This design comes from an exercise in tuning for small area, a short achievable clock period and few clock cycles on the open sky130 flow, not from production work.
Only simulation tests tie the RTL to the original design; equivalence was not proved.
No activity file was given, so power comes from the tool's default toggle rates.

==> inputs of job 7417 <==
Design tickdeb, start of the top module:
module tickdeb (
    input  wire         clk,
    input  wire         rst,              
    input  wire [31:0]  cfg_clk_hz,
    input  wire         cfg_policy,       
    input  wire         cfg_map,          
    input  wire         cfg_timer_model,  
    input  wire         cfg_preempt,      
    input  wire [4:0]   cfg_n,
    input  wire [3:0]   cfg_init_stage,
    input  wire [511:0] cfg_dur,          
    input  wire [31:0]  cfg_dur_rel,
    input  wire [31:0]  cfg_dur_held,
    input  wire         in_valid,
    input  wire [63:0]  in_word,
    output wire         in_ready,
    output reg          resp_valid,
    output reg  [1:0]   resp_status,      
    output reg  [31:0]  resp_data         
);
export LEC_CHECK = 0
export CAP_MARGIN = 20
export CORE_MARGIN = 2
export CORE_UTILIZATION = 40
export CTS_CLUSTER_DIAMETER = 100
export CTS_CLUSTER_SIZE = 20
export SLEW_MARGIN = 20
create_clock -name core_clock -period 80.0 [get_ports {clk}]
standard.sh (not shown) runs the stock make flow with config.mk's settings and CLKGATE_MAP_FILE= SYNTH_SCRIPT=/design/flow/synth_recipe.tcl, a recipe that flattens the netlist after the stock synthesis.
==> flow/flow/run.sh <==
#!/bin/bash
set -euo pipefail
export BUFFER_PORTS_ARGS="-buffer_cell sky130_fd_sc_hd__buf_1"
bash standard.sh finish > standard_flow.log 2>&1
==> job 3767 (differences from job 7417) <==
--- a/flow/design.v
+++ b/flow/design.v
@@ -193,15 +193,15 @@
     wire        st_ovf;
     tickdeb_s2t u_s2t (.q(y), .r(cr), .ovf(covf), .b(mb), .qh(qh), .rh(rh),
                        .q_o(st_q), .r_o(st_r), .ovf_o(st_ovf));
     wire        st_small = (st_q[31:1] == 31'd0);
     wire [31:0] st_clamp = st_ovf ? 32'hFFFF_FFFF :
                            st_small ? 32'd2 : st_q;
     wire        cv_step  = (cj == 2'd2) && (!mb || hvalid);
-    wire        cv_last  = cv_step && ((bi == 5'd0) || st_ovf);
+    wire        cv_last  = cv_step && (bi == 5'd0);
     reg [23:0] qh_n;
     reg [9:0]  rh_n;
     reg [10:0] ht;
     integer k;
     always @(*) begin
         qh_n = qh;
         rh_n = rh;
Settings changed: CTS_CLUSTER_DIAMETER 100 to not set, CTS_CLUSTER_SIZE 20 to not set.
==> flow_summary.json <==
{
  "status": "no timing/DRC/antenna violations",
  "n_fill_cell": 6250,
  "instances_no_fill": 4401,
  "synth_xor_area_share_pct": 5.50
}
[end of results for job 7417]
==> flow_summary.json <==
{
  "layout_commonest_cell": "buf_1",
  "status": "no timing/DRC/antenna violations",
  "synth_most_common_cell": "nand2_1",
  "min_period_ns": 17.39,
  "instances_no_fill": 4431,
  "hold_violations": 0,
  "n_fill_cell": 6109
}
[end of results for job 3767]
Testbench counts of job 7417, summed over its fixed seeds: cycles 48,653.
Testbench counts of job 3767, summed over its fixed seeds: cycles 49,229.

==> v33 <==
Starting RTL as in the previous note.
export LEC_CHECK = 0
export CAP_MARGIN = 20
export CORE_MARGIN = 2
export CORE_UTILIZATION = 40
export CTS_CLUSTER_DIAMETER = 110
export CTS_CLUSTER_SIZE = 28
export SLEW_MARGIN = 20
create_clock -name core_clock -period 80.0 [get_ports {clk}]
Scripts as last shown in full above: flow/flow/run.sh
==> inputs of v25, as changes to v33 <==
--- a/flow/design.v
+++ b/flow/design.v
@@ -193,15 +193,15 @@
     wire        st_ovf;
     tickdeb_s2t u_s2t (.q(y), .r(cr), .ovf(covf), .b(mb), .qh(qh), .rh(rh),
                        .q_o(st_q), .r_o(st_r), .ovf_o(st_ovf));
     wire        st_small = (st_q[31:1] == 31'd0);
     wire [31:0] st_clamp = st_ovf ? 32'hFFFF_FFFF :
                            st_small ? 32'd2 : st_q;
     wire        cv_step  = (cj == 2'd2) && (!mb || hvalid);
-    wire        cv_last  = cv_step && ((bi == 5'd0) || st_ovf);
+    wire        cv_last  = cv_step && (bi == 5'd0);
     reg [23:0] qh_n;
     reg [9:0]  rh_n;
     reg [10:0] ht;
     integer k;
     always @(*) begin
         qh_n = qh;
         rh_n = rh;
==> flow/config.mk (replaced) <==
export PLATFORM = sky130hd
export DESIGN_NAME = tickdeb
export DESIGN_NICKNAME = tickdeb
export VERILOG_FILES = /design/flow/design.v
export SDC_FILE = /design/flow/constraint.sdc
export NUM_CORES = 4
export LEC_CHECK = 0
export CAP_MARGIN = 20
export CORE_MARGIN = 2
export CORE_UTILIZATION = 30
export SLEW_MARGIN = 20
==> inputs of v15, as changes to v33 <==
--- a/flow/design.v
+++ b/flow/design.v
@@ -52,17 +52,18 @@
     reg         rdy;
     reg         rst_q;
     reg         va;
     reg  [7:0]  opc;
     reg  [3:0]  fa;
     reg         fahz, fcz;
     reg  [7:0]  fb;
-    reg         imeq, imzh, imzl, im0;
+    reg         imeq, imz1, im0;
     reg         map_q, pol_q, tm_q, pre_q, hznz_q;
     reg  [4:0]  n_q;
+    reg  [3:0]  init_q;
     reg  [3:0]  cnt;
     reg  [31:0] xl;           
     reg  [31:0] y;            
     reg  [1:0]  newp_sel;     
     reg         en, mode, pending, ie, gie, hbound;
     reg  [31:0] tv;           
     reg         conf, cand;
@@ -75,28 +76,28 @@
     reg  [7:0]  fopc;
     reg         held;         
     reg  [23:0] qh;
     reg  [9:0]  rh;
     reg  [3:0]  hcnt;
     reg  [9:0]  cr;
     reg         covf;
-    reg  [31:0] dsel;         
+    reg         mb;
     reg  [4:0]  bi;
     reg  [1:0]  cj;           
+    reg  [2:0]  zf;
     reg         qrdy;
     assign in_ready = rdy;
     wire hvalid = (hcnt == 4'd0);
     wire cfg_valid = hznz_q &&
                      (map_q ? !pol_q
-                            : (n_q >= 5'd1 && n_q <= 5'd16 && {1'b0, cfg_init_stage} < n_q));
+                            : (n_q >= 5'd1 && n_q <= 5'd16 && {1'b0, init_q} < n_q));
     wire [31:0] cfgid = {10'd0, 6'd32, 3'd0, (map_q ? 5'd0 : n_q),
                          pre_q, tm_q, map_q, pol_q, 1'b0, 3'd4};
     wire raw    = fa[0];
     wire fbz    = (fb == 8'd0);
-    wire imz1   = imzh & imzl;
     wire immz   = imz1 & ~im0;
     wire fa0z   = fahz & (fa == 4'd0);
     wire fa01   = fahz & (fa[3:1] == 3'd0);
     wire nobci  = fbz & fcz & immz;
     wire bare   = fa0z & nobci;
     wire is_reset   = (opc == 8'h01) && bare;
     wire is_obs     = (opc == 8'h02) && fahz && nobci;
@@ -180,28 +181,28 @@
     integer ri;
     always @(*) begin
         tgt_word = 32'd0;
         for (ri = 0; ri < 16; ri = ri + 1)
             tgt_word = tgt_word | (cfg_dur[32*ri +: 32] & {32{row_sel[ri]}});
         tgt_word = tgt_word | (cfg_dur_rel & {32{row_sel[16]}}) | (cfg_dur_held & {32{row_sel[17]}});
     end
-    wire [4:0]  start_ix = (dsel[31:24] != 8'd0) ? 5'd31 :
-                           (dsel[23:16] != 8'd0) ? 5'd23 :
-                           (dsel[15:8]  != 8'd0) ? 5'd15 : 5'd7;
-    wire        mb       = dsel[bi];
+    wire [4:0]  start_ix = !zf[2] ? 5'd31 : !zf[1] ? 5'd23 : !zf[0] ? 5'd15 : 5'd7;
+    wire [4:0]  fetch_ix = (cj == 2'd1) ? start_ix : (bi - 5'd1);
+    wire [31:0] col_sel  = 32'd1 << fetch_ix;
+    wire        fetch_b  = |(tgt_word & col_sel);
     wire [31:0] st_q;
     wire [9:0]  st_r;
     wire        st_ovf;
     tickdeb_s2t u_s2t (.q(y), .r(cr), .ovf(covf), .b(mb), .qh(qh), .rh(rh),
                        .q_o(st_q), .r_o(st_r), .ovf_o(st_ovf));
     wire        st_small = (st_q[31:1] == 31'd0);
     wire [31:0] st_clamp = st_ovf ? 32'hFFFF_FFFF :
                            st_small ? 32'd2 : st_q;
     wire        cv_step  = (cj == 2'd2) && (!mb || hvalid);
-    wire        cv_last  = cv_step && ((bi == 5'd0) || st_ovf);
+    wire        cv_last  = cv_step && (bi == 5'd0);
     reg [23:0] qh_n;
     reg [9:0]  rh_n;
     reg [10:0] ht;
     integer k;
     always @(*) begin
         qh_n = qh;
         rh_n = rh;
@@ -276,39 +277,38 @@
                         default:       fgph_n = fgph;
                     endcase
                 end
             end
         end
     end
     wire in_take = in_valid && rdy;
-    wire op_cfgp  = !in_word[62] && !in_word[61] && in_word[60] && !in_word[56];
-    wire op_rchk  = in_word[62] && !in_word[60] && in_word[56];
     wire blk_boot = ((fgph_n == PH_BOOT) && (bootix_n == 4'd4)) ||
-                    ((fgph_n == PH_BOOT) && (bootix_n == 4'd3) && in_take && op_cfgp);
+                    ((fgph_n == PH_BOOT) && (bootix_n == 4'd3) && in_take &&
+                     (in_word[63:56] == 8'h10));
     wire blk_rchk = (fgph_n == PH_SETTLING) && (map_q || cand_n) && in_take &&
-                    op_rchk && (in_word[48] != cand_n);
+                    (in_word[63:56] == 8'h41) && (in_word[48] != cand_n);
     wire block    = !qrdy_n && (blk_boot || blk_rchk || held_n);
     always @(posedge clk) begin
         rst_q  <= rst;
         rdy    <= rst | ~block;
         va     <= in_take & ~rst;
         opc    <= in_word[63:56];
         fa     <= in_word[51:48];
         fahz   <= (in_word[55:52] == 4'd0);
         fb     <= in_word[47:40];
         fcz    <= (in_word[39:32] == 8'd0);
         imeq   <= (in_word[31:0] == y);
-        imzh   <= (in_word[31:16] == 16'd0);
-        imzl   <= (in_word[15:1] == 15'd0);
+        imz1   <= (in_word[31:1] == 31'd0);
         im0    <= in_word[0];
         map_q  <= cfg_map;
         pol_q  <= cfg_policy;
         tm_q   <= cfg_timer_model;
         pre_q  <= cfg_preempt;
         n_q    <= cfg_n;
+        init_q <= cfg_init_stage;
         hznz_q <= (cfg_clk_hz != 32'd0);
         resp_valid  <= ((va & ~wait_cv) | held_go) & ~rst;
         resp_status <= ST_NEXT;
         resp_data   <= 32'd0;
         fgph   <= fgph_n;
         bootix <= bootix_n;
         conf   <= conf_n;
@@ -320,31 +320,34 @@
             rh   <= {2'b00, cfg_clk_hz[31:24]};
             hcnt <= 4'd12;
         end else if (hcnt != 4'd0) begin
             qh   <= qh_n;
             rh   <= rh_n;
             hcnt <= hcnt - 4'd1;
         end
-        dsel <= tgt_word;
         if (do_reset) begin
             cj <= 2'd0;
         end else if (!qrdy) begin
             case (cj)
                 2'd0: begin
                     y    <= 32'd0;
                     cr   <= 10'd0;
                     covf <= 1'b0;
+                    zf   <= {tgt_word[31:24] == 8'd0, tgt_word[23:16] == 8'd0,
+                             tgt_word[15:8] == 8'd0};
                     cj   <= 2'd1;
                 end
                 2'd1: begin
+                    mb   <= fetch_b;
                     bi   <= start_ix;
                     cj   <= 2'd2;
                 end
                 default: begin
                     if (cv_step) begin
+                        mb <= fetch_b;
                         bi <= bi - 5'd1;
                         if (cv_last) begin
                             y  <= st_clamp;
                             cj <= 2'd0;
                         end else begin
                             y    <= st_q;
                             cr   <= st_r;
==> flow/config.mk (replaced) <==
export PLATFORM = sky130hd
export DESIGN_NAME = tickdeb
export DESIGN_NICKNAME = tickdeb
export VERILOG_FILES = /design/flow/design.v
export SDC_FILE = /design/flow/constraint.sdc
export NUM_CORES = 4
export LEC_CHECK = 0
export CAP_MARGIN = 20
export CORE_MARGIN = 2
export CORE_UTILIZATION = 40
export SLEW_MARGIN = 20
==> summary.txt <==
metric                                                                                  v33                      v15                      v25
Run status                                                          complete, no violations  complete, no violations  complete, no violations
Global-route wire length before repair                                             191.8 mm                 218.7 mm                 206.4 mm
Nature of the critical path startpoint                                             register                input pin                input pin
Source-to-sink clock delay at the later pin of the worst-skew pair                  0.56 ns                  0.58 ns                  0.59 ns
Share of the final layout cell area in multi-input gates                             55.33%                   55.66%                   52.41%
Detailed Place HPWL                                                                114.4 mm                 132.2 mm                 123.6 mm
Portion of synthesized cell area occupied by the leading cell type                   23.64%                   20.77%                   23.85%
Area share of and/or/nand/nor cells after synthesis                                  24.83%                   26.34%                   24.75%
Final WL                                                                           141.7 mm                 162.4 mm                 151.9 mm
Power per standard cell area                                                   22.36 mW/mm2             18.84 mW/mm2             19.80 mW/mm2
Area of the core                                                                0.05891 mm2              0.06025 mm2              0.07759 mm2
R2R setup slack                                                                    71.23 ns                 72.03 ns                 72.38 ns
Ant diodes                                                                               65                       57                       38
Share of synthesized area occupied by flip-flops and latches                         31.59%                   29.05%                   31.87%
Gate count after technology mapping                                                   2,975                    3,153                    2,961
Total placed instance area                                                      0.02708 mm2              0.02742 mm2              0.02737 mm2
Vias in the first global route                                                       25,220                   27,520                   26,450
Placement-stage worst setup slack                                                  62.35 ns                 61.12 ns                 62.18 ns
Vert. Die Dim                                                                      247.9 um                 250.4 um                 284.4 um
Compound-cell area share of the yosys netlist                                        25.00%                   26.11%                   24.43%
Leakage power figure                                                               9.590 nW                 9.865 nW                 9.879 nW
DRC violation total after the first TritonRoute iteration                             4,130                    4,461                    3,874
Metal2 WL                                                                          58.96 mm                 69.64 mm                 71.03 mm
Testbench counts of v33, summed over its fixed seeds: cycles 48,653.
Testbench counts of v25, summed over its fixed seeds: cycles 49,229.
Testbench counts of v15, summed over its fixed seeds: cycles 49,229.

## afterwards: timing with drivers on the ports
Ports are ideal in the flow. The routed layouts listed here were re-timed in OpenROAD. Step 1: set_driving_cell puts a clkbuf_16 on clk and a buf_2 on each other input, an assumption about the parent block. Step 2 also shifts input and output timing later by t, the mid clock arrival at the registers, as if the neighbouring blocks saw the same clock. Slacks: ideal / step 1 / step 2; pairs: ideal / step 1.
run	shift t [ns]	setup slack, ns	worst setup path after step 2	cell pins on the clock port's net
job 7417	0.623	62.891 / 62.833 / 62.361	input to register	1
job 3767	0.643	62.610 / 62.631 / 62.009	input to register	1
v33	0.611	62.894 / 62.836 / 62.350	input to register	1
v25	0.645	62.671 / 62.711 / 62.065	input to register	1
v15	0.619	61.555 / 61.583 / 60.963	input to register	1
After both steps setup and hold are still met in every run listed. For v25, which loses most, drivers alone change the setup slack by +0.040 ns; drivers and shift together by -0.606 ns.
